From an optimization exercise on the open Yosys and OpenROAD flow, aimed at small area; shortcuts taken in it are not production practice.
The RTL was checked by simulation tests, not by an equivalence proof against the original design.
Power and IR drop assume default switching activity.

==> design/flow/design.v <==
module mhi_ac_codec #(
    parameter        P_CK_ORDER_LE = 0,            
    parameter [23:0] P_DL_HEADER   = 24'h000000    
) (
    input  wire        clk,
    input  wire        rst,
    input  wire        cmd_valid,
    input  wire [63:0] cmd,
    output reg         rsp_valid,
    output reg         rsp_ok,
    output wire [3:0]  rsp_err,
    output reg  [63:0] rsp_data
);
    localparam [3:0] E_OK          = 4'd0;
    localparam [3:0] E_ILLEGAL_OP  = 4'd1;
    localparam [3:0] E_RESERVED    = 4'd2;
    localparam [3:0] E_NO_INSTANCE = 4'd3;
    localparam [3:0] E_BAD_ENUM    = 4'd4;
    localparam [3:0] E_RANGE       = 4'd5;
    localparam [3:0] E_INDEX       = 4'd6;
    localparam [3:0] E_EXISTS      = 4'd7;
    localparam [2:0] K_ZERO   = 3'd0;
    localparam [2:0] K_COMMIT = 3'd1;    
    localparam [2:0] K_DLCK   = 3'd2;    
    localparam [2:0] K_READ   = 3'd3;    
    localparam [2:0] K_STATUS = 3'd4;    
    localparam [2:0] K_ULCK   = 3'd5;    
    localparam [2:0] K_PARAMS = 3'd6;    
    reg         inst, ulv;
    reg         dl_pw, dl_pf, dl_mf, dl_sw, dl_ff, dl_vf, dl_tb;
    reg  [2:0]  dl_mode;
    reg  [1:0]  dl_fan, dl_hv;
    reg  [5:0]  dl_sq;
    reg  [7:0]  dl_rt;
    reg         tx_h;
    reg         tx_pw, tx_pf, tx_mf, tx_sw, tx_ff, tx_vf, tx_tb;
    reg  [2:0]  tx_mode;
    reg  [1:0]  tx_fan, tx_hv;
    reg  [5:0]  tx_sq;
    reg  [7:0]  tx_rt;
    reg  [19:0][7:0] uls;
    reg  [12:0] uls_sum;
    reg         ul_pw, ul_nstale;
    reg  [2:0]  ul_mode, ul_hv;
    reg  [1:0]  ul_fan;
    reg  [6:0]  ul_sp, ul_rt;
    reg  [12:0] ul_ck;
    reg  [15:0] ul_tr;
    reg  [2:0]  rk;
    reg  [11:0] ro;
    reg  [2:0]  rerr;
    wire [7:0]  op      = cmd[7:0];
    wire [7:0]  sel     = cmd[15:8];
    wire [15:0] num     = cmd[31:16];
    wire [7:0]  val     = cmd[23:16];
    wire [5:0]  pres    = cmd[37:32];
    wire [3:0]  power_v = cmd[43:40];
    wire [3:0]  mode_v  = cmd[47:44];
    wire [3:0]  fan_v   = cmd[51:48];
    wire [3:0]  vvane_v = cmd[55:52];
    wire [3:0]  hvane_v = cmd[59:56];
    reg        legal;
    reg [63:0] rz;
    always @(*) begin
        legal = 1'b1;
        rz    = 64'h0;
        case (op)
            8'h00, 8'h01, 8'h02, 8'h16, 8'h18, 8'h21, 8'h22, 8'h30, 8'h31, 8'h32:
                rz = 64'hFFFFFFFFFFFFFF00;
            8'h10, 8'h11, 8'h14, 8'h15, 8'h17, 8'h23:
                rz = 64'hFFFFFFFFFFFF0000;
            8'h12, 8'h13:
                rz = 64'hFFFFFFFF0000FF00;
            8'h19:
                rz = 64'hF00000C00000FF00;
            8'h20:
                rz = 64'hFFFFFFFFFF000000;
            default:
                legal = 1'b0;
        endcase
    end
    wire        is_rt  = op[0] & op[1];
    wire [15:0] nu     = {~num[15], num[14:0]};    
    wire        sp_in  = (nu[15] & (nu[14] | (nu[13] | (nu[12] | (nu[11] | (nu[10] | (nu[9] & (nu[8] & (nu[7] & (nu[6] & (nu[5] & (nu[4] | (nu[3] & (nu[2] | (nu[1] | (nu[0] | 1'b1))))))))))))))))
                   & (~nu[15] | (~nu[14] & (~nu[13] & (~nu[12] & (~nu[11] | (~nu[10] | (~nu[9] & (~nu[8] & (~nu[7] & (~nu[6] & (~nu[5] & (~nu[4] | (~nu[3] | (~nu[2] | (~nu[1] & (~nu[0] & 1'b1))))))))))))))));
    wire        rt_in  = (nu[15] | (nu[14] & (nu[13] & (nu[12] & (nu[11] & (nu[10] | (nu[9] & (nu[8] | (nu[7] | (nu[6] | (nu[5] | (nu[4] | (nu[3] & (nu[2] | (nu[1] & (nu[0] & 1'b1))))))))))))))))
                   & (~nu[15] | (~nu[14] & (~nu[13] & (~nu[12] | (~nu[11] & (~nu[10] & (~nu[9] | (~nu[8] & (~nu[7] | (~nu[6] | (~nu[5] & (~nu[4] | (~nu[3] | (~nu[2] & (~nu[1] & (~nu[0] | 1'b1))))))))))))))));
    wire [1:0]  rt2    = {is_rt, is_rt};
    wire dva_s0 = num[0] ^ 1'b1;
    wire dva_k0 = num[0] & 1'b1;
    wire dva_s1 = num[1] ^ dva_k0;
    wire dva_k1 = num[1] & dva_k0;
    wire dva_s2 = num[2] ^ 1'b1 ^ rt2[0];
    wire dva_k2 = (num[2] & 1'b1) | (num[2] & rt2[0]) | (1'b1 & rt2[0]);
    wire dva_s3 = dva_k1 ^ dva_s2;
    wire dva_k3 = dva_k1 & dva_s2;
    wire dva_s4 = num[3] ^ rt2[1] ^ dva_k2;
    wire dva_k4 = (num[3] & rt2[1]) | (num[3] & dva_k2) | (rt2[1] & dva_k2);
    wire dva_s5 = dva_k3 ^ dva_s4;
    wire dva_k5 = dva_k3 & dva_s4;
    wire dva_s6 = num[4] ^ 1'b1 ^ dva_k4;
    wire dva_k6 = (num[4] & 1'b1) | (num[4] & dva_k4) | (1'b1 & dva_k4);
    wire dva_s7 = dva_k5 ^ dva_s6;
    wire dva_k7 = dva_k5 & dva_s6;
    wire dva_s8 = num[5] ^ 1'b1 ^ dva_k6;
    wire dva_k8 = (num[5] & 1'b1) | (num[5] & dva_k6) | (1'b1 & dva_k6);
    wire dva_s9 = dva_k7 ^ dva_s8;
    wire dva_k9 = dva_k7 & dva_s8;
    wire dva_s10 = num[6] ^ 1'b1 ^ dva_k8;
    wire dva_k10 = (num[6] & 1'b1) | (num[6] & dva_k8) | (1'b1 & dva_k8);
    wire dva_s11 = dva_k9 ^ dva_s10;
    wire dva_k11 = dva_k9 & dva_s10;
    wire dva_s12 = num[7] ^ 1'b1 ^ dva_k10;
    wire dva_k12 = (num[7] & 1'b1) | (num[7] & dva_k10) | (1'b1 & dva_k10);
    wire dva_s13 = dva_k11 ^ dva_s12;
    wire dva_k13 = dva_k11 & dva_s12;
    wire dva_s14 = num[8] ^ 1'b1 ^ dva_k12;
    wire dva_k14 = (num[8] & 1'b1) | (num[8] & dva_k12) | (1'b1 & dva_k12);
    wire dva_s15 = dva_k13 ^ dva_s14;
    wire dva_k15 = dva_k13 & dva_s14;
    wire dva_s16 = num[9] ^ dva_k14 ^ dva_k15;
    wire dva_k16 = (num[9] & dva_k14) | (num[9] & dva_k15) | (dva_k14 & dva_k15);
    wire dva_s17 = num[10] ^ 1'b1 ^ dva_k16;
    wire dva_k17 = (num[10] & 1'b1) | (num[10] & dva_k16) | (1'b1 & dva_k16);
    wire dva_s18 = num[11] ^ dva_k17;
    wire dva_k18 = num[11] & dva_k17;
    wire dva_s19 = num[12] ^ dva_k18;
    wire dva_k19 = num[12] & dva_k18;
    wire [12:0] ty = {dva_s19, dva_s18, dva_s17, dva_s16, dva_s15, dva_s13, dva_s11, dva_s9, dva_s7, dva_s5, dva_s3, dva_s1, dva_s0};
    wire [4:0]  tH     = ty[12:8];
    wire [7:0]  tL     = ty[7:0];
    wire dvb_s0 = tL[1] ^ tH[0];
    wire dvb_k0 = tL[1] & tH[0];
    wire dvb_s1 = tL[2] ^ tH[0] ^ tH[1];
    wire dvb_k1 = (tL[2] & tH[0]) | (tL[2] & tH[1]) | (tH[0] & tH[1]);
    wire dvb_s2 = dvb_k0 ^ dvb_s1;
    wire dvb_k2 = dvb_k0 & dvb_s1;
    wire dvb_s3 = tL[3] ^ tH[1] ^ tH[2];
    wire dvb_k3 = (tL[3] & tH[1]) | (tL[3] & tH[2]) | (tH[1] & tH[2]);
    wire dvb_s4 = dvb_k1 ^ dvb_k2 ^ dvb_s3;
    wire dvb_k4 = (dvb_k1 & dvb_k2) | (dvb_k1 & dvb_s3) | (dvb_k2 & dvb_s3);
    wire dvb_s5 = tL[4] ^ tH[2] ^ tH[3];
    wire dvb_k5 = (tL[4] & tH[2]) | (tL[4] & tH[3]) | (tH[2] & tH[3]);
    wire dvb_s6 = dvb_k3 ^ dvb_k4 ^ dvb_s5;
    wire dvb_k6 = (dvb_k3 & dvb_k4) | (dvb_k3 & dvb_s5) | (dvb_k4 & dvb_s5);
    wire dvb_s7 = tL[5] ^ tH[3] ^ tH[4];
    wire dvb_k7 = (tL[5] & tH[3]) | (tL[5] & tH[4]) | (tH[3] & tH[4]);
    wire dvb_s8 = dvb_k5 ^ dvb_k6 ^ dvb_s7;
    wire dvb_k8 = (dvb_k5 & dvb_k6) | (dvb_k5 & dvb_s7) | (dvb_k6 & dvb_s7);
    wire dvb_s9 = tL[6] ^ tH[4] ^ dvb_k7;
    wire dvb_k9 = (tL[6] & tH[4]) | (tL[6] & dvb_k7) | (tH[4] & dvb_k7);
    wire dvb_s10 = dvb_k8 ^ dvb_s9;
    wire dvb_k10 = dvb_k8 & dvb_s9;
    wire dvb_s11 = tL[7] ^ dvb_k9 ^ dvb_k10;
    wire dvb_k11 = (tL[7] & dvb_k9) | (tL[7] & dvb_k10) | (dvb_k9 & dvb_k10);
    wire [8:0] tu = {dvb_k11, dvb_s11, dvb_s10, dvb_s8, dvb_s6, dvb_s4, dvb_s2, dvb_s0, tL[0]};
    wire [3:0]  tU     = tu[8:5];
    wire [4:0]  tV     = tu[4:0];
    wire dvc_s0 = tV[0] ^ ~tU[0] ^ 1'b1;
    wire dvc_k0 = (tV[0] & ~tU[0]) | (tV[0] & 1'b1) | (~tU[0] & 1'b1);
    wire dvc_s1 = tV[1] ^ ~tU[1] ^ dvc_k0;
    wire dvc_k1 = (tV[1] & ~tU[1]) | (tV[1] & dvc_k0) | (~tU[1] & dvc_k0);
    wire dvc_s2 = tV[2] ^ ~tU[2] ^ dvc_k1;
    wire dvc_k2 = (tV[2] & ~tU[2]) | (tV[2] & dvc_k1) | (~tU[2] & dvc_k1);
    wire dvc_s3 = tU[0] ^ tV[3] ^ ~tU[3];
    wire dvc_k3 = (tU[0] & tV[3]) | (tU[0] & ~tU[3]) | (tV[3] & ~tU[3]);
    wire dvc_s4 = dvc_k2 ^ dvc_s3;
    wire dvc_k4 = dvc_k2 & dvc_s3;
    wire dvc_s5 = tU[1] ^ tV[4] ^ 1'b1;
    wire dvc_k5 = (tU[1] & tV[4]) | (tU[1] & 1'b1) | (tV[4] & 1'b1);
    wire dvc_s6 = dvc_k3 ^ dvc_k4 ^ dvc_s5;
    wire dvc_k6 = (dvc_k3 & dvc_k4) | (dvc_k3 & dvc_s5) | (dvc_k4 & dvc_s5);
    wire dvc_s7 = tU[2] ^ 1'b1 ^ dvc_k5;
    wire dvc_k7 = (tU[2] & 1'b1) | (tU[2] & dvc_k5) | (1'b1 & dvc_k5);
    wire dvc_s8 = dvc_k6 ^ dvc_s7;
    wire dvc_k8 = dvc_k6 & dvc_s7;
    wire dvc_s9 = tU[3] ^ 1'b1 ^ dvc_k7;
    wire dvc_k9 = (tU[3] & 1'b1) | (tU[3] & dvc_k7) | (1'b1 & dvc_k7);
    wire dvc_s10 = dvc_k8 ^ dvc_s9;
    wire dvc_k10 = dvc_k8 & dvc_s9;
    wire [6:0] tt = {dvc_s10, dvc_s8, dvc_s6, dvc_s4, dvc_s2, dvc_s1, dvc_s0};
    wire [2:0]  tk     = (tt >= 7'd100) ? 3'd4 : (tt >= 7'd75) ? 3'd3 :
                         (tt >= 7'd50)  ? 3'd2 : (tt >= 7'd25) ? 3'd1 : 3'd0;
    wire dvd_s0 = tU[0] ^ tk[0];
    wire dvd_k0 = tU[0] & tk[0];
    wire dvd_s1 = tH[0] ^ tU[1] ^ tk[1];
    wire dvd_k1 = (tH[0] & tU[1]) | (tH[0] & tk[1]) | (tU[1] & tk[1]);
    wire dvd_s2 = dvd_k0 ^ dvd_s1;
    wire dvd_k2 = dvd_k0 & dvd_s1;
    wire dvd_s3 = tH[1] ^ tU[2] ^ tk[2];
    wire dvd_k3 = (tH[1] & tU[2]) | (tH[1] & tk[2]) | (tU[2] & tk[2]);
    wire dvd_s4 = dvd_k1 ^ dvd_k2 ^ dvd_s3;
    wire dvd_k4 = (dvd_k1 & dvd_k2) | (dvd_k1 & dvd_s3) | (dvd_k2 & dvd_s3);
    wire dvd_s5 = tH[0] ^ tH[2] ^ tU[3];
    wire dvd_k5 = (tH[0] & tH[2]) | (tH[0] & tU[3]) | (tH[2] & tU[3]);
    wire dvd_s6 = dvd_k3 ^ dvd_k4 ^ dvd_s5;
    wire dvd_k6 = (dvd_k3 & dvd_k4) | (dvd_k3 & dvd_s5) | (dvd_k4 & dvd_s5);
    wire dvd_s7 = tH[1] ^ tH[3] ^ dvd_k5;
    wire dvd_k7 = (tH[1] & tH[3]) | (tH[1] & dvd_k5) | (tH[3] & dvd_k5);
    wire dvd_s8 = dvd_k6 ^ dvd_s7;
    wire dvd_k8 = dvd_k6 & dvd_s7;
    wire dvd_s9 = tH[2] ^ tH[4] ^ dvd_k7;
    wire dvd_k9 = (tH[2] & tH[4]) | (tH[2] & dvd_k7) | (tH[4] & dvd_k7);
    wire dvd_s10 = dvd_k8 ^ dvd_s9;
    wire dvd_k10 = dvd_k8 & dvd_s9;
    wire dvd_s11 = tH[3] ^ dvd_k9 ^ dvd_k10;
    wire dvd_k11 = (tH[3] & dvd_k9) | (tH[3] & dvd_k10) | (dvd_k9 & dvd_k10);
    wire dvd_s12 = tH[4] ^ dvd_k11;
    wire dvd_k12 = tH[4] & dvd_k11;
    wire [7:0] td = {dvd_s12, dvd_s11, dvd_s10, dvd_s8, dvd_s6, dvd_s4, dvd_s2, dvd_s0};
    wire [5:0]  sq_new = td[6:1] - 6'd30;
    reg  [3:0] err_n;
    reg  [2:0] rk_n;
    reg  [5:0] okb;
    reg        do_create, do_destroy, do_write, do_commit, do_snap;
    reg        w_pw, w_mode, w_sp, w_rt, w_fan, w_turbo, w_vf, w_sw, w_hv;
    reg        v_pw;
    reg  [2:0] v_mode;
    reg  [1:0] v_fan, v_hv;
    always @(*) begin
        err_n = E_OK;
        rk_n  = K_ZERO;
        okb   = 6'd0;
        do_create = 1'b0; do_destroy = 1'b0; do_write = 1'b0;
        do_commit = 1'b0; do_snap = 1'b0;
        w_pw = 1'b0; w_mode = 1'b0; w_sp = 1'b0; w_rt = 1'b0; w_fan = 1'b0;
        w_turbo = 1'b0; w_vf = 1'b0; w_sw = 1'b0; w_hv = 1'b0;
        v_pw   = sel[0];
        v_mode = sel[2:0];
        v_fan  = sel[1:0];
        v_hv   = sel[1:0];
        if (!legal) begin
            err_n = E_ILLEGAL_OP;
        end else if ((cmd & rz) != 64'd0) begin
            err_n = E_RESERVED;
        end else if (op != 8'h00 && op != 8'h01 && !inst) begin
            err_n = E_NO_INSTANCE;
        end else begin
            case (op)
                8'h01: if (inst) err_n = E_EXISTS; else do_create = 1'b1;
                8'h02: do_destroy = 1'b1;
                8'h10: if (sel > 8'd1) err_n = E_BAD_ENUM; else w_pw = 1'b1;
                8'h11: if (sel > 8'd4) err_n = E_BAD_ENUM; else w_mode = 1'b1;
                8'h12: if (!sp_in) err_n = E_RANGE; else w_sp = 1'b1;
                8'h13: if (!rt_in) err_n = E_RANGE; else w_rt = 1'b1;
                8'h14: begin
                    if (sel > 8'd3)       err_n = E_BAD_ENUM;
                    else if (sel == 8'd3) w_turbo = 1'b1;
                    else                  w_fan = 1'b1;
                end
                8'h15: if (sel > 8'd6) err_n = E_BAD_ENUM; else w_vf = 1'b1;
                8'h16, 8'h18: w_sw = 1'b1;
                8'h17: begin
                    if (sel > 8'd3) err_n = E_BAD_ENUM;
                    else begin w_hv = 1'b1; w_vf = 1'b1; end
                end
                8'h19: begin
                    rk_n   = K_PARAMS;
                    v_pw   = power_v[0];
                    v_mode = mode_v[2:0];
                    v_fan  = fan_v[1:0];
                    v_hv   = hvane_v[1:0];
                    if (pres[0]) begin
                        if (power_v <= 4'd1) begin w_pw = 1'b1; okb[0] = 1'b1; end
                        else if (err_n == E_OK) err_n = E_BAD_ENUM;
                    end
                    if (pres[1]) begin
                        if (mode_v <= 4'd4) begin w_mode = 1'b1; okb[1] = 1'b1; end
                        else if (err_n == E_OK) err_n = E_BAD_ENUM;
                    end
                    if (pres[2]) begin
                        if (sp_in) begin w_sp = 1'b1; okb[2] = 1'b1; end
                        else if (err_n == E_OK) err_n = E_RANGE;
                    end
                    if (pres[3]) begin
                        if (fan_v <= 4'd3) begin
                            if (fan_v == 4'd3) w_turbo = 1'b1;
                            else               w_fan = 1'b1;
                            okb[3] = 1'b1;
                        end else if (err_n == E_OK) err_n = E_BAD_ENUM;
                    end
                    if (pres[4]) begin
                        if (vvane_v <= 4'd7) begin
                            if (vvane_v == 4'd7) w_sw = 1'b1;
                            else                 w_vf = 1'b1;
                            okb[4] = 1'b1;
                        end else if (err_n == E_OK) err_n = E_BAD_ENUM;
                    end
                    if (pres[5]) begin
                        if (hvane_v <= 4'd4) begin
                            if (hvane_v == 4'd4) w_sw = 1'b1;
                            else begin w_hv = 1'b1; w_vf = 1'b1; end
                            okb[5] = 1'b1;
                        end else if (err_n == E_OK) err_n = E_BAD_ENUM;
                    end
                end
                8'h20: if (sel > 8'd19) err_n = E_INDEX; else do_write = 1'b1;
                8'h21: begin do_commit = 1'b1; rk_n = K_COMMIT; end
                8'h22: begin do_snap = 1'b1; rk_n = K_DLCK; end
                8'h23: if (sel > 8'd19) err_n = E_INDEX; else rk_n = K_READ;
                8'h30: rk_n = K_STATUS;
                8'h31: rk_n = K_DLCK;
                8'h32: rk_n = K_ULCK;
                default: ;
            endcase
        end
        if (err_n != E_OK && rk_n != K_PARAMS) rk_n = K_ZERO;
    end
    wire acc = cmd_valid & ~rst;
    wire clr = rst | (cmd_valid & (do_create | do_destroy));
    always @(posedge clk) begin
        if (rst) begin
            rsp_valid <= 1'b0;
            rsp_ok    <= 1'b0;
            rerr      <= 3'd0;
            rk        <= K_ZERO;
            ro        <= 12'd0;
        end else if (cmd_valid) begin
            rsp_valid <= 1'b1;
            rsp_ok    <= (err_n == E_OK);
            rerr      <= err_n[2:0];
            rk        <= rk_n;
            ro        <= (rk_n == K_PARAMS) ? {pres, okb} : {7'd0, sel[4:0]};
        end else begin
            rsp_valid <= 1'b0;
        end
    end
    always @(posedge clk) begin
        if (rst) inst <= 1'b0;
        else if (cmd_valid & do_create) inst <= 1'b1;
        else if (cmd_valid & do_destroy) inst <= 1'b0;
    end
    always @(posedge clk) begin
        if (clr) begin
            dl_pw <= 1'b0; dl_pf <= 1'b0; dl_mf <= 1'b0; dl_sw <= 1'b0;
            dl_ff <= 1'b0; dl_vf <= 1'b0; dl_tb <= 1'b0;
            dl_mode <= 3'd0; dl_fan <= 2'd0; dl_hv <= 2'd0;
            dl_sq <= 6'd0; dl_rt <= 8'd0;
        end else if (acc) begin
            if (w_pw)    begin dl_pw <= v_pw; dl_pf <= 1'b1; end
            if (w_mode)  begin dl_mode <= v_mode; dl_mf <= 1'b1; end
            if (w_sp)    dl_sq <= sq_new;
            if (w_rt)    dl_rt <= td;
            if (w_fan)   begin dl_fan <= v_fan; dl_ff <= 1'b1; end
            if (w_turbo) dl_tb <= 1'b1;
            if (w_vf)    dl_vf <= 1'b1;
            if (w_sw)    dl_sw <= 1'b1;
            if (w_hv)    dl_hv <= v_hv;
        end
    end
    always @(posedge clk) begin
        if (clr) begin
            tx_h <= 1'b0;
            tx_pw <= 1'b0; tx_pf <= 1'b0; tx_mf <= 1'b0; tx_sw <= 1'b0;
            tx_ff <= 1'b0; tx_vf <= 1'b0; tx_tb <= 1'b0;
            tx_mode <= 3'd0; tx_fan <= 2'd0; tx_hv <= 2'd0;
            tx_sq <= 6'd0; tx_rt <= 8'd0;
        end else if (acc & do_snap) begin
            tx_h <= 1'b1;
            tx_pw <= dl_pw; tx_pf <= dl_pf; tx_mf <= dl_mf; tx_sw <= dl_sw;
            tx_ff <= dl_ff; tx_vf <= dl_vf; tx_tb <= dl_tb;
            tx_mode <= dl_mode; tx_fan <= dl_fan; tx_hv <= dl_hv;
            tx_sq <= dl_sq; tx_rt <= dl_rt;
        end
    end
    wire [7:0] uls_wv = clr ? 8'd0 : val;
    wire [19:0] sel_hot;
    reg  [7:0]  uls_old;
    genvar g;
    generate
        for (g = 0; g < 20; g = g + 1) begin : g_uls
            assign sel_hot[g] = (sel[4:0] == g);
            wire we = clr | (acc & do_write & sel_hot[g]);
            always @(posedge clk)
                if (we) uls[g] <= uls_wv;
        end
    endgenerate
    integer j;
    always @(*) begin
        uls_old = 8'd0;
        for (j = 0; j < 18; j = j + 1)
            uls_old = uls_old | (uls[j] & {8{sel_hot[j]}});
    end
    wire us_s0 = uls_sum[0] ^ val[0] ^ ~uls_old[0];
    wire us_k0 = (uls_sum[0] & val[0]) | (uls_sum[0] & ~uls_old[0]) | (val[0] & ~uls_old[0]);
    wire us_s1 = 1'b1 ^ us_s0;
    wire us_k1 = 1'b1 & us_s0;
    wire us_s2 = uls_sum[1] ^ val[1] ^ ~uls_old[1];
    wire us_k2 = (uls_sum[1] & val[1]) | (uls_sum[1] & ~uls_old[1]) | (val[1] & ~uls_old[1]);
    wire us_s3 = us_k0 ^ us_k1 ^ us_s2;
    wire us_k3 = (us_k0 & us_k1) | (us_k0 & us_s2) | (us_k1 & us_s2);
    wire us_s4 = uls_sum[2] ^ val[2] ^ ~uls_old[2];
    wire us_k4 = (uls_sum[2] & val[2]) | (uls_sum[2] & ~uls_old[2]) | (val[2] & ~uls_old[2]);
    wire us_s5 = us_k2 ^ us_k3 ^ us_s4;
    wire us_k5 = (us_k2 & us_k3) | (us_k2 & us_s4) | (us_k3 & us_s4);
    wire us_s6 = uls_sum[3] ^ val[3] ^ ~uls_old[3];
    wire us_k6 = (uls_sum[3] & val[3]) | (uls_sum[3] & ~uls_old[3]) | (val[3] & ~uls_old[3]);
    wire us_s7 = us_k4 ^ us_k5 ^ us_s6;
    wire us_k7 = (us_k4 & us_k5) | (us_k4 & us_s6) | (us_k5 & us_s6);
    wire us_s8 = uls_sum[4] ^ val[4] ^ ~uls_old[4];
    wire us_k8 = (uls_sum[4] & val[4]) | (uls_sum[4] & ~uls_old[4]) | (val[4] & ~uls_old[4]);
    wire us_s9 = us_k6 ^ us_k7 ^ us_s8;
    wire us_k9 = (us_k6 & us_k7) | (us_k6 & us_s8) | (us_k7 & us_s8);
    wire us_s10 = uls_sum[5] ^ val[5] ^ ~uls_old[5];
    wire us_k10 = (uls_sum[5] & val[5]) | (uls_sum[5] & ~uls_old[5]) | (val[5] & ~uls_old[5]);
    wire us_s11 = us_k8 ^ us_k9 ^ us_s10;
    wire us_k11 = (us_k8 & us_k9) | (us_k8 & us_s10) | (us_k9 & us_s10);
    wire us_s12 = uls_sum[6] ^ val[6] ^ ~uls_old[6];
    wire us_k12 = (uls_sum[6] & val[6]) | (uls_sum[6] & ~uls_old[6]) | (val[6] & ~uls_old[6]);
    wire us_s13 = us_k10 ^ us_k11 ^ us_s12;
    wire us_k13 = (us_k10 & us_k11) | (us_k10 & us_s12) | (us_k11 & us_s12);
    wire us_s14 = uls_sum[7] ^ val[7] ^ ~uls_old[7];
    wire us_k14 = (uls_sum[7] & val[7]) | (uls_sum[7] & ~uls_old[7]) | (val[7] & ~uls_old[7]);
    wire us_s15 = us_k12 ^ us_k13 ^ us_s14;
    wire us_k15 = (us_k12 & us_k13) | (us_k12 & us_s14) | (us_k13 & us_s14);
    wire us_s16 = uls_sum[8] ^ 1'b1 ^ us_k14;
    wire us_k16 = (uls_sum[8] & 1'b1) | (uls_sum[8] & us_k14) | (1'b1 & us_k14);
    wire us_s17 = us_k15 ^ us_s16;
    wire us_k17 = us_k15 & us_s16;
    wire us_s18 = uls_sum[9] ^ 1'b1 ^ us_k16;
    wire us_k18 = (uls_sum[9] & 1'b1) | (uls_sum[9] & us_k16) | (1'b1 & us_k16);
    wire us_s19 = us_k17 ^ us_s18;
    wire us_k19 = us_k17 & us_s18;
    wire us_s20 = uls_sum[10] ^ 1'b1 ^ us_k18;
    wire us_k20 = (uls_sum[10] & 1'b1) | (uls_sum[10] & us_k18) | (1'b1 & us_k18);
    wire us_s21 = us_k19 ^ us_s20;
    wire us_k21 = us_k19 & us_s20;
    wire us_s22 = uls_sum[11] ^ 1'b1 ^ us_k20;
    wire us_k22 = (uls_sum[11] & 1'b1) | (uls_sum[11] & us_k20) | (1'b1 & us_k20);
    wire us_s23 = us_k21 ^ us_s22;
    wire us_k23 = us_k21 & us_s22;
    wire us_s24 = uls_sum[12] ^ 1'b1 ^ us_k22;
    wire us_k24 = (uls_sum[12] & 1'b1) | (uls_sum[12] & us_k22) | (1'b1 & us_k22);
    wire us_s25 = us_k23 ^ us_s24;
    wire us_k25 = us_k23 & us_s24;
    wire [12:0] uls_sum_n = {us_s25, us_s23, us_s21, us_s19, us_s17, us_s15, us_s13, us_s11, us_s9, us_s7, us_s5, us_s3, us_s1};
    always @(posedge clk) begin
        if (clr) uls_sum <= 13'd0;
        else if (acc & do_write & ~sel_hot[18] & ~sel_hot[19])
            uls_sum <= uls_sum_n;
    end
    wire [7:0] s0 = uls[3];
    wire [7:0] s1 = uls[4];
    wire [7:0] s2 = uls[5];
    wire [7:0] s3 = uls[6];
    wire [7:0] s6 = uls[9];
    always @(posedge clk) begin
        if (clr) begin
            ulv <= 1'b0;
            ul_pw <= 1'b0; ul_nstale <= 1'b0;
            ul_mode <= 3'd0; ul_hv <= 3'd0; ul_fan <= 2'd0;
            ul_sp <= 7'd0; ul_rt <= 7'd0;
            ul_ck <= 13'd0; ul_tr <= 16'd0;
        end else if (acc & do_commit) begin
            ulv       <= 1'b1;
            ul_pw     <= s0[0];
            ul_nstale <= s0[7] | s1[7];
            ul_mode   <= (s0[4:2] <= 3'd4) ? s0[4:2] : 3'd0;
            ul_fan    <= s6[6] ? 2'd3 : ((s1[1:0] == 2'd3) ? 2'd1 : s1[1:0]);
            ul_hv     <= s0[6] ? 3'd4 : {1'b0, s1[5:4]};
            ul_sp     <= {s2[7], s2[5:0]};
            ul_rt     <= s3[6:0];
            ul_ck     <= uls_sum;
            ul_tr     <= P_CK_ORDER_LE ? {uls[19], uls[18]} : {uls[18], uls[19]};
        end
    end
    assign rsp_err = {1'b0, rerr};
    wire        ck_ok_ul = ({3'd0, ul_ck} == ul_tr);
    wire        use_tx = (rk == K_READ);
    wire        c_pw   = use_tx ? tx_pw   : dl_pw;
    wire        c_pf   = use_tx ? tx_pf   : dl_pf;
    wire        c_mf   = use_tx ? tx_mf   : dl_mf;
    wire        c_sw   = use_tx ? tx_sw   : dl_sw;
    wire        c_ff   = use_tx ? tx_ff   : dl_ff;
    wire        c_vf   = use_tx ? tx_vf   : dl_vf;
    wire        c_tb   = use_tx ? tx_tb   : dl_tb;
    wire [2:0]  c_mode = use_tx ? tx_mode : dl_mode;
    wire [1:0]  c_fan  = use_tx ? tx_fan  : dl_fan;
    wire [1:0]  c_hv   = use_tx ? tx_hv   : dl_hv;
    wire [5:0]  c_sq   = use_tx ? tx_sq   : dl_sq;
    wire [7:0]  c_rt   = use_tx ? tx_rt   : dl_rt;
    wire        c_inst = use_tx ? tx_h : inst;
    wire [7:0]  c_d0 = {c_sw, c_sw, c_mf, c_mode, c_pf, c_pw};
    wire [7:0]  c_d1 = {c_vf, 1'b0, c_hv, c_ff, 1'b0, c_fan};
    wire [7:0]  c_d2 = {|c_sq, 1'b0, c_sq};
    wire [7:0]  c_d6 = {3'd0, c_tb, 4'd0};
    wire [10:0] ck_hdr = c_inst ? (P_DL_HEADER[23:16] + P_DL_HEADER[15:8] + P_DL_HEADER[7:0]) : 11'd0;
    wire        c_w = |c_sq;
    wire ck_s0 = c_pw ^ c_fan[0] ^ c_sq[0];
    wire ck_k0 = (c_pw & c_fan[0]) | (c_pw & c_sq[0]) | (c_fan[0] & c_sq[0]);
    wire ck_s1 = c_rt[0] ^ ck_s0;
    wire ck_k1 = c_rt[0] & ck_s0;
    wire ck_s2 = c_pf ^ c_fan[1] ^ c_sq[1];
    wire ck_k2 = (c_pf & c_fan[1]) | (c_pf & c_sq[1]) | (c_fan[1] & c_sq[1]);
    wire ck_s3 = c_rt[1] ^ ck_k0 ^ ck_k1;
    wire ck_k3 = (c_rt[1] & ck_k0) | (c_rt[1] & ck_k1) | (ck_k0 & ck_k1);
    wire ck_s4 = ck_s2 ^ ck_s3;
    wire ck_k4 = ck_s2 & ck_s3;
    wire ck_s5 = c_mode[0] ^ c_sq[2] ^ c_rt[2];
    wire ck_k5 = (c_mode[0] & c_sq[2]) | (c_mode[0] & c_rt[2]) | (c_sq[2] & c_rt[2]);
    wire ck_s6 = ck_k2 ^ ck_k3 ^ ck_k4;
    wire ck_k6 = (ck_k2 & ck_k3) | (ck_k2 & ck_k4) | (ck_k3 & ck_k4);
    wire ck_s7 = ck_s5 ^ ck_s6;
    wire ck_k7 = ck_s5 & ck_s6;
    wire ck_s8 = c_mode[1] ^ c_ff ^ c_sq[3];
    wire ck_k8 = (c_mode[1] & c_ff) | (c_mode[1] & c_sq[3]) | (c_ff & c_sq[3]);
    wire ck_s9 = c_rt[3] ^ ck_k5 ^ ck_k6;
    wire ck_k9 = (c_rt[3] & ck_k5) | (c_rt[3] & ck_k6) | (ck_k5 & ck_k6);
    wire ck_s10 = ck_k7 ^ ck_s8 ^ ck_s9;
    wire ck_k10 = (ck_k7 & ck_s8) | (ck_k7 & ck_s9) | (ck_s8 & ck_s9);
    wire ck_s11 = c_mode[2] ^ c_hv[0] ^ c_sq[4];
    wire ck_k11 = (c_mode[2] & c_hv[0]) | (c_mode[2] & c_sq[4]) | (c_hv[0] & c_sq[4]);
    wire ck_s12 = c_rt[4] ^ c_tb ^ ck_k8;
    wire ck_k12 = (c_rt[4] & c_tb) | (c_rt[4] & ck_k8) | (c_tb & ck_k8);
    wire ck_s13 = ck_k9 ^ ck_k10 ^ ck_s11;
    wire ck_k13 = (ck_k9 & ck_k10) | (ck_k9 & ck_s11) | (ck_k10 & ck_s11);
    wire ck_s14 = ck_s12 ^ ck_s13;
    wire ck_k14 = ck_s12 & ck_s13;
    wire ck_s15 = c_mf ^ c_hv[1] ^ c_sq[5];
    wire ck_k15 = (c_mf & c_hv[1]) | (c_mf & c_sq[5]) | (c_hv[1] & c_sq[5]);
    wire ck_s16 = c_rt[5] ^ ck_k11 ^ ck_k12;
    wire ck_k16 = (c_rt[5] & ck_k11) | (c_rt[5] & ck_k12) | (ck_k11 & ck_k12);
    wire ck_s17 = ck_k13 ^ ck_k14 ^ ck_s15;
    wire ck_k17 = (ck_k13 & ck_k14) | (ck_k13 & ck_s15) | (ck_k14 & ck_s15);
    wire ck_s18 = ck_s16 ^ ck_s17;
    wire ck_k18 = ck_s16 & ck_s17;
    wire ck_s19 = c_sw ^ c_rt[6] ^ ck_k15;
    wire ck_k19 = (c_sw & c_rt[6]) | (c_sw & ck_k15) | (c_rt[6] & ck_k15);
    wire ck_s20 = ck_k16 ^ ck_k17 ^ ck_k18;
    wire ck_k20 = (ck_k16 & ck_k17) | (ck_k16 & ck_k18) | (ck_k17 & ck_k18);
    wire ck_s21 = ck_s19 ^ ck_s20;
    wire ck_k21 = ck_s19 & ck_s20;
    wire ck_s22 = c_sw ^ c_vf ^ c_w;
    wire ck_k22 = (c_sw & c_vf) | (c_sw & c_w) | (c_vf & c_w);
    wire ck_s23 = c_rt[7] ^ ck_k19 ^ ck_k20;
    wire ck_k23 = (c_rt[7] & ck_k19) | (c_rt[7] & ck_k20) | (ck_k19 & ck_k20);
    wire ck_s24 = ck_k21 ^ ck_s22 ^ ck_s23;
    wire ck_k24 = (ck_k21 & ck_s22) | (ck_k21 & ck_s23) | (ck_s22 & ck_s23);
    wire ck_s25 = ck_k22 ^ ck_k23 ^ ck_k24;
    wire ck_k25 = (ck_k22 & ck_k23) | (ck_k22 & ck_k24) | (ck_k23 & ck_k24);
    wire [9:0] ck_base = {ck_k25, ck_s25, ck_s24, ck_s21, ck_s18, ck_s14, ck_s10, ck_s7, ck_s4, ck_s1};
    wire [10:0] ck = {1'b0, ck_base} + ck_hdr;
    wire [15:0] ck16 = {5'd0, ck};
    wire [7:0]  hdr0 = tx_h ? P_DL_HEADER[23:16] : 8'd0;
    wire [7:0]  hdr1 = tx_h ? P_DL_HEADER[15:8]  : 8'd0;
    wire [7:0]  hdr2 = tx_h ? P_DL_HEADER[7:0]   : 8'd0;
    reg  [7:0]  txb;
    always @(*) begin
        case (ro[4:0])
            5'd0:  txb = hdr0;
            5'd1:  txb = hdr1;
            5'd2:  txb = hdr2;
            5'd3:  txb = {tx_sw, tx_sw, tx_mf, tx_mode, tx_pf, tx_pw};
            5'd4:  txb = {tx_vf, 1'b0, tx_hv, tx_ff, 1'b0, tx_fan};
            5'd5:  txb = {|tx_sq, 1'b0, tx_sq};
            5'd6:  txb = tx_rt;
            5'd9:  txb = {3'd0, tx_tb, 4'd0};
            5'd18: txb = P_CK_ORDER_LE ? ck16[7:0] : ck16[15:8];
            5'd19: txb = P_CK_ORDER_LE ? ck16[15:8] : ck16[7:0];
            default: txb = 8'd0;
        endcase
    end
    wire [7:0] dec_rt = {1'b0, ul_rt} - 8'd61;
    wire [63:0] status_word = {
        24'd0, ulv, 4'd0, 1'b1, ck_ok_ul, ~ul_nstale,
        dec_rt, ul_sp[6], 1'b0, ul_sp[5:0],
        1'b0, ul_hv, 4'd0, 1'b0, ul_fan, ul_mode, ul_pw, ul_pw
    };
    always @(*) begin
        case (rk)
            K_COMMIT: rsp_data = {63'd0, ck_ok_ul};
            K_DLCK:   rsp_data = {48'd0, ck16};
            K_READ:   rsp_data = {56'd0, txb};
            K_STATUS: rsp_data = status_word;
            K_ULCK:   rsp_data = {31'd0, ck_ok_ul, ul_tr, 3'd0, ul_ck};
            K_PARAMS: rsp_data = {50'd0, ro[11:6], 2'b00, ro[5:0]};
            default:  rsp_data = 64'd0;
        endcase
    end
endmodule
==> design/flow/flow/run.sh <==
#!/bin/bash
# Own layout flow: the standard layout (standard.sh), with
#  - an area-oriented ABC script for the combinational logic (synth.tcl
#    swaps it in for the -script that synth.tcl passes to abc; registers,
#    names and everything else are the standard synthesis's),
#  - port buffers of the smallest buffer cell,
#  - a clock tree of fewer, larger clusters without dummy loads.
# Each tool's output goes to logs under orfs/logs/ (ORFS) and the make log here.
set -euo pipefail
W=$(cd "$(dirname "${BASH_SOURCE[0]}")/.." && pwd)
export OWN_ABC_SCRIPT="$W/flow/abc_area.script"
export OWN_WORK="$W"
export BUFFER_PORTS_ARGS="-buffer_cell sky130_fd_sc_hd__buf_1"
# clock tree: clkbuf_8 buffers over clusters of at most 16 registers, no dummy loads
export CTS_ARGS="-sink_clustering_enable -repair_clock_nets -dont_use_dummy_load -sink_clustering_size 16 -sink_clustering_max_diameter 60 -buf_list sky130_fd_sc_hd__clkbuf_8"
bash "$W/standard.sh" SYNTH_SCRIPT="$W/flow/synth.tcl" finish > "$W/flow_make.log" 2>&1
==> design/flow/flow/abc_area.script <==
strash
&get -n
&deepsyn -T 30
&dch -f
&nf -a -R 1000
&put
topo
dnsize -c
==> design/flow/flow/synth.tcl <==
# The standard synthesis (synth_recipe.tcl), with abc given this flow's
# area script in place of ORFS's.
proc abc {args} {
  set i [lsearch -exact $args -script]
  if {$i >= 0} { lset args [expr {$i + 1}] $::env(OWN_ABC_SCRIPT) }
  yosys abc {*}$args
}
source [file join $::env(OWN_WORK) synth_recipe.tcl]
==> design/flow/standard.sh <==
#!/bin/bash
# synth_recipe.tcl (not shown) runs the flow's synth.tcl, then flattens the netlist and writes it again
# the make line also repeats each setting of config.mk as NAME=value (left out here)
make -C /OpenROAD-flow-scripts/flow DESIGN_CONFIG=/design/flow/config.mk WORK_HOME=/design/flow/orfs CLKGATE_MAP_FILE= SYNTH_SCRIPT=/design/flow/synth_recipe.tcl "${@:-finish}"
==> design/flow/config.mk <==
export PLATFORM = sky130hd
export DESIGN_NAME = mhi_ac_codec
export DESIGN_NICKNAME = mhi_ac_codec
export VERILOG_FILES = /design/flow/design.v
export SDC_FILE = /design/flow/constraint.sdc
export NUM_CORES = 4
export LEC_CHECK = 0
export ABC_AREA = 1
export CAP_MARGIN = 20
export CORE_MARGIN = 2
export CORE_UTILIZATION = 65
export SLEW_MARGIN = 20
==> design/flow/constraint.sdc <==
create_clock -name core_clock -period 20.0 [get_ports {clk}]
set_input_delay 4.0000 -clock core_clock [delete_from_list [all_inputs] [get_ports {clk}]]
set_output_delay 4.0000 -clock core_clock [all_outputs]
set_load 0.01 [all_outputs]
==> qor.txt, run 1 <==
Run status: finished clean
Final antenna-violating net count: 0
Critical-path cell with the highest stage delay: sky130_fd_sc_hd__fa_1
Mean instance size in the synthesized netlist: 11.1 um^2
Maximum buffer depth of the clock tree: 3
Main flop type after synthesis: sky130_fd_sc_hd__edfxtp_1
PnR worst setup slack: 5590 ps
Fin Hold WS: 439 ps
Antenna cells: 0
Die X: 154 um
Final non-filler cell area: 0.0159 mm^2
Number of buffers created by CTS: 27
Wire length per cell: 23.1 um
Most common cell after layout, fill and taps aside: sky130_fd_sc_hd__nand2_1
Shortest period the worst path allows: 14,410 ps
Core Box Area: 0.0220 mm^2
CTS tree: done
Initial detailed-routing violation count: 1,694
Number of global-route vias before repair: 10,700
Required time of the critical path: 20,500 ps
Post-DR vias/cell: 6.52
Chip Height: 154 um
Setup CP Type: primary input to flop
Wirelength, routed: 40,600 um
Share of layout cells above drive strength 1: 4.20%
DRC violations left: 0
Number of max-slew violations in the final report: 0
Area of the multi-input gates: 0.00647 mm^2
Final net count: 1,654
Sequential cell area fraction in the yosys report: 52.4%
Critical Path Max Stage Delay: 620 ps
Startpoint type of the worst setup path: primary input
Fillcell total: 1,670
Top-level port count: 137
Vias post-DR: 11,500
Number of max-cap violations: 0
Die Area: 0.0238 mm^2
Maximum fanout encountered on the critical timing path: 8
Maximum number of pins on one net before global-route repair: 39
Maximum achievable frequency: 69.4 MHz
Post-cts resize count: 0
Number of enable-type register cells in the synthesized netlist: 160
Initial antenna violation count: 0
Number of hold violations in the final report: 0
Final worst clock skew: 73.8 ps
Unrepaired setup endpoints after global routing: no
Highest-count cells in the layout ignoring fill and taps: sky130_fd_sc_hd__nand2_1, sky130_fd_sc_hd__edfxtp_1, sky130_fd_sc_hd__dfxtp_1
Area overhead of the layout relative to synthesis: 8.51%
Sequential cell area in the final layout: 0.00769 mm^2
Hold Path Class: flop to flop
Asr flop ratio synth: 0%
Port-buffer cells: 106
Count of distinct cell types in the synthesized netlist: 58
Starting density of the core: 66.8%
Normalized max-slew margin: 24.4%
GP Congestion: 0.973
Clock Root Buffer: sky130_fd_sc_hd__clkbuf_8
Combined area of all synthesized cells: 0.0147 mm^2
Clock latency of the later-clocked register in the worst-skew pair: 580 ps
Total congestion overflow: 0
Power Density: 103 mW/mm^2
Worst slack after detailed placement: 5010 ps
DRT Pass-1 Iters: 7
Clock input transition at the sequential cells of the worst setup and hold paths: 100 ps
Setup TNS: 0 ps
Total track usage: 34.2%
H-Tree Depth: 1
Number of clock sinks: 304
Number of instances in the synthesized netlist: 1,319
Endpoint class of the critical path: flop
Count of endpoints failing setup in the final report: 0
Synth top area cells: sky130_fd_sc_hd__edfxtp_1, sky130_fd_sc_hd__dfxtp_1, sky130_fd_sc_hd__fa_1
Number of warnings reported in the yosys synthesis log: 1
Number of post-CTS setup repair buffers: 0
Final period utilization: 72.0%
Placed wire-length estimate after detailed placement: 29,700 um
Fraction of post-synthesis cell area in the top cell type by area: 32.8%
Tightest Pin Transition: 1130 ps
Total Power: 1.65 mW
Register bit total from synthesis: 304
Worst path arrival time: 14,900 ps
Cell repeated most along the worst path: sky130_fd_sc_hd__ha_1
Cell Rows: 54
Largest area contributor in the synthesized netlist: sky130_fd_sc_hd__edfxtp_1
Placement Cell Area: 0.0155 mm^2
First-pass GRT wire length: 62,200 um
Worst vdd ir: 290 uV
Number of buffers inserted for hold repair after clock tree synthesis: 0
Leak pwr: 5.96 nW
[synthesized netlist by cell type (31+ instances only)]
master	count
sky130_fd_sc_hd__a21oi_1	31
sky130_fd_sc_hd__a222oi_1	40
sky130_fd_sc_hd__a22o_1	95
sky130_fd_sc_hd__clkinv_1	112
sky130_fd_sc_hd__dfxtp_1	144
sky130_fd_sc_hd__edfxtp_1	160
sky130_fd_sc_hd__fa_1	57
sky130_fd_sc_hd__ha_1	51
sky130_fd_sc_hd__nand2_1	182
sky130_fd_sc_hd__nand3_1	33
sky130_fd_sc_hd__nor2_1	99
sky130_fd_sc_hd__o21ai_0	61
[per-stage QoR]
| stage | utilization, % | instances |
|---|---|---|
| global placement | 70.6 | 1729 |
| floorplan | - | 1348 |
| CTS | 72.5 | 1757 |
| detailed placement | 70.8 | 1730 |
| global route | 72.5 | 1757 |
| finish | 72.5 | 1757 |
[worst paths after layout]
path                                          from                  endpoint  slack, ps  depth (start not counted)
worst max-delay path                        cmd[1]     dl_sq[5]$_SDFFE_PP0P_       5590                         44
worst min-delay path            uls[147]$_DFFE_PP_    ul_tr[11]$_SDFFE_PP0P_        440                          1
worst max register to register    uls[1]$_DFFE_PP_  uls_sum[12]$_SDFFE_PP0P_      14080                         22
worst min register to register  uls[147]$_DFFE_PP_    ul_tr[11]$_SDFFE_PP0P_        440                          1
[state kept, by name, indices dropped and copies added (netlist names), 3 cells and up]
register and count:
ul_ck 13, ul_tr 16, ul_rt 7, rk 3, dl_mode 3, tx_rt 8
tx_mode 3, ul_mode 3, ul_hv 3, tx_sq 6, dl_rt 8, dl_sq 6
ro 12, uls 160, ul_sp 7, rerr 3, uls_sum 13
[layer usage]
layer	share of wire [%]	wire length, um	up-vias	track usage, %
li1	-	-	5139	-
met1	42	16900	5531	52.2
met2	44	17700	733	51.1
met3	13	5210	61	6.89
met4	2.0	795	0	7.92
met5	0	0	-	0
[power breakdown]
part	leakage, nW	switching, mW	internal (mW)
logic	3.06	0.366	0.274
registers	2.70	0.0120	0.686
clock network	0.194	0.188	0.120
total	5.96	0.566	1.08
[cell families (layout without fill, tap and decap cells)]
logic type,after synthesis,after routing,synth area share (%)
other cells,1,30,0.0256
flops,304,304,52.4
xor+xnor,17,17,1.02
compound gates,308,308,15.9
mux,17,17,1.16
fa+ha+maj,108,108,12.1
buf+inv,142,271,4.40
simple gates,422,422,13.0
[cell type report]
cell class	instances	share of cell area, %
Multi-Input combinational cell	902	40.7
Sequential cell	304	48.3
Timing Repair Buffer	132	3.85
Tap cell	280	2.20
Inverter	112	2.64
Clock buffer	27	2.34
[worst max-delay path, delay by kind of cell]
family          cells  cell delay (ps)
fa+ha+maj          27             8490
buf+inv             9              940
compound gates      4              720
xor+xnor            3              600
simple gates        1              120
==> inputs of run 2 (changes only) <==
--- a/design/flow/config.mk
+++ b/design/flow/config.mk
@@ -10,3 +10,4 @@
 export CORE_MARGIN = 2
 export CORE_UTILIZATION = 65
+export GPL_TIMING_DRIVEN = 0
 export SLEW_MARGIN = 20
==> qor.txt, run 2 <==
Area of the multi-input gates: 0.00653 mm^2
Maximum number of pins on one net before global-route repair: 36
Number of post-CTS setup repair buffers: 0
Port-buffer cells: 106
Mean instance size in the synthesized netlist: 11.1 um^2
Vias post-DR: 11,500
Starting density of the core: 66.8%
Register bit total from synthesis: 304
Unrepaired setup endpoints after global routing: no
Main flop type after synthesis: sky130_fd_sc_hd__edfxtp_1
Clock input transition at the sequential cells of the worst setup and hold paths: 100 ps
Post-cts resize count: 0
Final worst clock skew: 66.7 ps
Post-DR vias/cell: 6.49
Count of distinct cell types in the synthesized netlist: 58
Leading cell types by count after synthesis: sky130_fd_sc_hd__nand2_1, sky130_fd_sc_hd__edfxtp_1, sky130_fd_sc_hd__dfxtp_1
Leak pwr: 6.06 nW
Total Power: 1.64 mW
Cell repeated most along the worst path: sky130_fd_sc_hd__ha_1
Clock latency of the later-clocked register in the worst-skew pair: 590 ps
Startpoint type of the worst setup path: primary input
Wire length per cell: 23.1 um
Run status: finished clean
H-Tree Depth: 1
Hold Path Class: flop to flop
Asr flop ratio synth: 0%
Share of layout cells above drive strength 1: 6.04%
Total track usage: 34.4%
Area overhead of the layout relative to synthesis: 9.77%
Final net count: 1,668
Number of enable-type register cells in the synthesized netlist: 160
Top-level port count: 137
Most common cell after layout, fill and taps aside: sky130_fd_sc_hd__nand2_1
Die Area: 0.0238 mm^2
Maximum buffer depth of the clock tree: 3
DRT Pass-1 Iters: 6
Initial detailed-routing violation count: 1,324
DRC violations left: 0
Fraction of post-synthesis cell area in the top cell type by area: 32.8%
Critical Path Max Stage Delay: 630 ps
CTS tree: done
Setup TNS: 0 ps
Die X: 154 um
Core Box Area: 0.0220 mm^2
Number of hold violations in the final report: 0
Number of clock sinks: 304
Number of buffers inserted for hold repair after clock tree synthesis: 0
Number of warnings reported in the yosys synthesis log: 1
Maximum fanout encountered on the critical timing path: 8
Leading cell type by number of instances after synthesis: sky130_fd_sc_hd__nand2_1
Initial antenna violation count: 0
Endpoint class of the critical path: flop
Number of instances in the synthesized netlist: 1,319
Normalized max-slew margin: 19.8%
Shortest period the worst path allows: 14,650 ps
Final antenna-violating net count: 0
Flip-flop count of the largest register, all copies and words added: 160
Wirelength, routed: 40,900 um
Final period utilization: 73.3%
Sequential cell area in the final layout: 0.00769 mm^2
Synth top area cells: sky130_fd_sc_hd__edfxtp_1, sky130_fd_sc_hd__dfxtp_1, sky130_fd_sc_hd__fa_1
Chip Height: 154 um
Power Density: 102 mW/mm^2
Required time of the critical path: 20,490 ps
Clock Root Buffer: sky130_fd_sc_hd__clkbuf_8
Number of buffers created by CTS: 26
Total congestion overflow: 0
Placed wire-length estimate after detailed placement: 30,400 um
Highest-count cells in the layout ignoring fill and taps: sky130_fd_sc_hd__nand2_1, sky130_fd_sc_hd__edfxtp_1, sky130_fd_sc_hd__dfxtp_1
Tightest Pin Transition: 1200 ps
Top flop regs: uls (160), ul_tr (16)
Count of endpoints failing setup in the final report: 0
Combined area of all synthesized cells: 0.0147 mm^2
Placement Cell Area: 0.0157 mm^2
Number of global-route vias before repair: 10,700
Largest area contributor in the synthesized netlist: sky130_fd_sc_hd__edfxtp_1
Maximum achievable frequency: 68.3 MHz
Setup CP Type: primary input to flop
Number of max-slew violations in the final report: 0
Cell Rows: 54
Sequential cell area fraction in the yosys report: 52.4%
GP Congestion: 0.939
Worst vdd ir: 162 uV
Antenna cells: 0
First-pass GRT wire length: 62,500 um
Worst path arrival time: 15,140 ps
Critical-path cell with the highest stage delay: sky130_fd_sc_hd__fa_1
Final non-filler cell area: 0.0161 mm^2
Fillcell total: 1,603
Register with the most flip-flops: uls
Number of max-cap violations: 0
==> run 2: final cells by class <==
class | count | area share, %
buffer | 30 | 1.40
clock buffer | 26 | 2.22
inverter | 112 | 2.61
multi-input combinational | 902 | 40.5
sequential | 304 | 47.8
tap | 280 | 2.18
timing repair buffer | 117 | 3.30
==> run 2: power breakdown <==
part / leakage, nW / switching, mW / internal [mW]
combinational: 3.17 / 0.363 / 0.271
clock: 0.187 / 0.189 / 0.116
sequential: 2.70 / 0.0122 / 0.686
total: 6.06 / 0.564 / 1.07
==> run 2: path summary, 6_finish.rpt <==
| kind | cells after the start | end | startpoint | slack (ps) |
|---|---|---|---|---|
| setup / recovery | 44 | dl_sq[5]$_SDFFE_PP0P_ | cmd[1] | 5350 |
| hold reg to reg | 2 | rsp_ok$_SDFFE_PP0P_ | rsp_ok$_SDFFE_PP0P_ | 440 |
| setup reg to reg | 22 | uls_sum[12]$_SDFFE_PP0P_ | uls[1]$_DFFE_PP_ | 13930 |
| hold / removal | 2 | rsp_ok$_SDFFE_PP0P_ | rsp_ok$_SDFFE_PP0P_ | 440 |
==> run 2: per-stage QoR <==
| step | worst slack [ps] | hold WS (ps) | utilization [%] | cells |
|---|---|---|---|---|
| after global routing | 4680 | 479 | 73.3 | 1771 |
| final | 5350 | 443 | 73.3 | 1771 |
| after global placement | 5020 | 434 | 70.7 | 1734 |
| after floorplan | 6060 | 422 | - | 1348 |
| after detailed placement | 4790 | 436 | 71.6 | 1745 |
| after CTS | 5360 | 445 | 73.3 | 1771 |
==> run 2: per-layer routing <==
| metal | up-vias | part of all wire [%] | global-route usage, % |
|---|---|---|---|
| li1 | 5202 | - | - |
| met1 | 5544 | 42 | 51.8 |
| met2 | 672 | 44 | 51.2 |
| met3 | 73 | 11 | 7.17 |
| met4 | 0 | 2.8 | 9.48 |
| met5 | - | 0 | 0 |
==> run 2: cell families (layout without fill, tap and decap cells) <==
family,count (synthesis),count (layout),share of synthesized area (%)
buf+inv,142,285,4.40
mux,17,17,1.16
fa+ha+maj,108,108,12.1
xor+xnor,17,17,1.02
flops,304,304,52.4
other cells,1,30,0.0256
simple gates,422,422,13.0
compound gates,308,308,15.9
==> run 2: worst max-delay path, delay by kind of cell <==
family                     cells  cell delay, ps
adders and majority gates     27            8610
AOI/OAI and AO/OA              4             800
buffers and inverters          9             990
xor gates and xnor gates       3             610
and+or+nand+nor                1             110
==> inputs of run 3 (changes only) <==
--- a/design/flow/config.mk
+++ b/design/flow/config.mk
@@ -9,5 +9,4 @@
 export CAP_MARGIN = 20
 export CORE_MARGIN = 2
-export CORE_UTILIZATION = 65
-export GPL_TIMING_DRIVEN = 0
+export CORE_UTILIZATION = 40
 export SLEW_MARGIN = 20
==> qor.txt, run 3 <==
Mean instance size in the synthesized netlist: 11.1 um^2
Post-cts resize count: 0
Antenna cells: 0
Worst path arrival time: 14,870 ps
Cell Rows: 70
Unrepaired setup endpoints after global routing: no
Critical Path Max Stage Delay: 620 ps
Setup TNS: 0 ps
Worst slack after detailed placement: 5050 ps
Complex-gate fraction of the synthesized area: 15.9%
Largest area contributor in the synthesized netlist: sky130_fd_sc_hd__edfxtp_1
Leading cell types by count after synthesis: sky130_fd_sc_hd__nand2_1, sky130_fd_sc_hd__edfxtp_1, sky130_fd_sc_hd__dfxtp_1
Run status: finished clean
Number of warnings reported in the yosys synthesis log: 1
Share of layout cells above drive strength 1: 4.39%
Combinational power share: 38.6%
Combined area of all synthesized cells: 0.0147 mm^2
Final worst clock skew: 57.7 ps
Number of buffers created by CTS: 26
Hold path start: uls[152]$_DFFE_PP_
Beginning of the worst register-to-register path: uls[1]$_DFFE_PP_
Startpoint type of the worst setup path: primary input
Top flop regs: uls (160), ul_tr (16)
Number of instances in the synthesized netlist: 1,319
Initial antenna violation count: 0
Leak pwr: 5.98 nW
CTS tree: done
Largest family of logic cells by synthesized area: compound AO/OA/AOI/OAI gates
Worst vdd ir: 152 uV
Sequential cell area fraction in the yosys report: 52.4%
Tightest Pin Transition: 1130 ps
Leading cell type by number of instances after synthesis: sky130_fd_sc_hd__nand2_1
Port-buffer cells: 106
H-Tree Depth: 1
Final period utilization: 71.9%
Wire length per cell: 22.6 um
Critical-path cell with the highest stage delay: sky130_fd_sc_hd__fa_1
Number of global-route vias before repair: 10,800
Die X: 195 um
Number of enable-type register cells in the synthesized netlist: 160
Fraction of post-synthesis cell area in the top cell type by area: 32.8%
Required time of the critical path: 20,490 ps
Maximum buffer depth of the clock tree: 3
PnR worst setup slack: 5620 ps
Maximum number of pins on one net before global-route repair: 39
Switching portion of total power: 34.7%
Number of max-slew violations in the final report: 0
Final antenna-violating net count: 0
Clock input transition at the sequential cells of the worst setup and hold paths: 100 ps
Mux contribution to synthesized area: 1.16%
Seq pwr share: 42.4%
Number of max-cap violations: 0
Register bit total from synthesis: 304
Core Box Area: 0.0363 mm^2
Initial detailed-routing violation count: 1,352
Highest-count cells in the layout ignoring fill and taps: sky130_fd_sc_hd__nand2_1, sky130_fd_sc_hd__edfxtp_1, sky130_fd_sc_hd__dfxtp_1
GP Congestion: 0.913
Switching pwr: 0.571 mW
Area overhead of the layout relative to synthesis: 10.3%
Endpoint class of the critical path: flop
Maximum fanout encountered on the critical timing path: 8
Total track usage: 22.9%
DRC violations left: 0
Post-DR vias/cell: 5.81
Normalized max-slew margin: 23.9%
Clock latency of the later-clocked register in the worst-skew pair: 620 ps
Vias post-DR: 11,300
Top-level port count: 137
Placed wire-length estimate after detailed placement: 32,700 um
Flip-flop count of the largest register, all copies and words added: 160
First-pass GRT wire length: 66,400 um
Design internal power: 1.07 mW
Hold Path Class: flop to flop
Cell repeated most along the worst path: sky130_fd_sc_hd__ha_1
Final net count: 1,657
Total congestion overflow: 0
Wirelength, routed: 44,100 um
Number of hold violations in the final report: 0
Clk network pwr share: 18.9%
Synth top area cells: sky130_fd_sc_hd__edfxtp_1, sky130_fd_sc_hd__dfxtp_1, sky130_fd_sc_hd__fa_1
Starting density of the core: 40.3%
Count of distinct cell types in the synthesized netlist: 58
Register with the most flip-flops: uls
DRT Pass-1 Iters: 8
Number of post-CTS setup repair buffers: 0
Worst setup path startpoint: cmd[1]
Clock Root Buffer: sky130_fd_sc_hd__clkbuf_8
Count of endpoints failing setup in the final report: 0
Simple-gate area share of the yosys netlist: 13.0%
Adder-cell area share of the yosys netlist: 12.1%
Shortest period the worst path allows: 14,380 ps
Main flop type after synthesis: sky130_fd_sc_hd__edfxtp_1
Die Area: 0.0382 mm^2
Power Density: 102 mW/mm^2
Asr flop ratio synth: 0%
Chip Height: 195 um
Post-synthesis share of cell area spent on xor and xnor gates: 1.02%
Most common cell after layout, fill and taps aside: sky130_fd_sc_hd__nand2_1
Maximum achievable frequency: 69.6 MHz
Setup CP Type: primary input to flop
Number of clock sinks: 304
Number of buffers inserted for hold repair after clock tree synthesis: 0
Total Power: 1.64 mW
-- run 3: cell counts after synthesis --
No cell type changed its count.
-- run 3: critical path, delay by kind of cell --
kind / cells / cell delay [ps]
and+or+nand+nor: 1 / 120
buffers and inverters: 9 / 910
AOI/OAI and AO/OA: 4 / 740
xor gates and xnor gates: 3 / 610
adders and majority gates: 27 / 8450
-- run 3: layout make-up --
cell class	instances	area, um^2
clock buffer	26	358
sequential	304	7690
timing repair buffer	136	643
inverter	112	420
fill	3405	20200
tap	468	586
multi-input combinational	902	6480
-- run 3: final timing paths --
check        cells past startpoint  slack (ps)                  endpoint
min reg2reg                      1         440     ul_tr[0]$_SDFFE_PP0P_
max reg2reg                     22       13860  uls_sum[12]$_SDFFE_PP0P_
max                             44        5620     dl_sq[5]$_SDFFE_PP0P_
min                              1         440     ul_tr[0]$_SDFFE_PP0P_
-- run 3: cells by family after synthesis --
group | count (synthesis)
buffers and inverters | 142
multiplexers | 17
AND/OR/NAND/NOR | 422
adder cells (fa/ha/maj) | 108
AO/OA/AOI/OAI | 308
other | 1
XOR/XNOR | 17
flip-flops | 304
-- run 3: per-layer routing --
metal / wire length, um / GRT usage (%) / up-vias / share of wire (%)
li1: - / - / 5160 / -
met2: 20300 / 37.2 / 523 / 46
met5: 0 / 0 / - / 0
met3: 3630 / 3.35 / 80 / 8.2
met1: 18600 / 31.4 / 5555 / 42
met4: 1530 / 8.20 / 0 / 3.5
-- run 3: per-stage QoR --
step	instance area [um^2]	util, %	cells	hold slack [ps]
4_1_cts	16200	44.5	1948	447
5_1_grt	16200	44.5	1948	442
3_5_place_dp	15800	43.5	1922	436
2_1_floorplan	14800	-	1348	422
6_report	16200	44.5	1948	443
3_3_place_gp	15800	43.4	1920	435
-- run 3: power by group through the flow --
stage | logic, mW | registers (mW) | clock network, mW
after global routing | 0.720 | 0.699 | 0.339
after detailed placement | 0.627 | 0.711 | 0
after global placement | 0.606 | 0.711 | 0
final | 0.635 | 0.697 | 0.311
after CTS | 0.635 | 0.697 | 0.316
after floorplan | 0.464 | 0.706 | 0

## static timing again, ports no longer ideal
In the flow no input, the clock included, has a driving cell. The finished layouts below were timed again as built, in two steps.
Step 1, drivers: a clkbuf_16 drives clk and a buf_2 each remaining input, both assumed.
Step 2, shift: input delay + t, output delay - t, t = (earliest + latest rising clock arrival at the registers) / 2. This alone moves slack from input paths to output paths.
a / b / c = ideal / step 1 / step 2; a / b = the first two.
run | shift t [ns] | setup WS [ns] | clock arrival spread, ns | slew at the worst register clock pin (ns) | worst data-port slew with drivers (ns)
run 1 | 0.590 | 5.592 / 5.591 / 5.001 | 0.078 / 0.078 | 0.10 / 0.10 | 0.05
run 2 | 0.609 | 5.349 / 5.359 / 4.750 | 0.071 / 0.071 | 0.10 / 0.10 | 0.04
run 3 | 0.623 | 5.622 / 5.653 / 5.030 | 0.096 / 0.095 | 0.10 / 0.10 | 0.06
After both steps setup and hold are still met in every run listed. The setup slack of run 2, which loses most, moves by +0.010 ns with the drivers and by -0.599 ns with both steps.
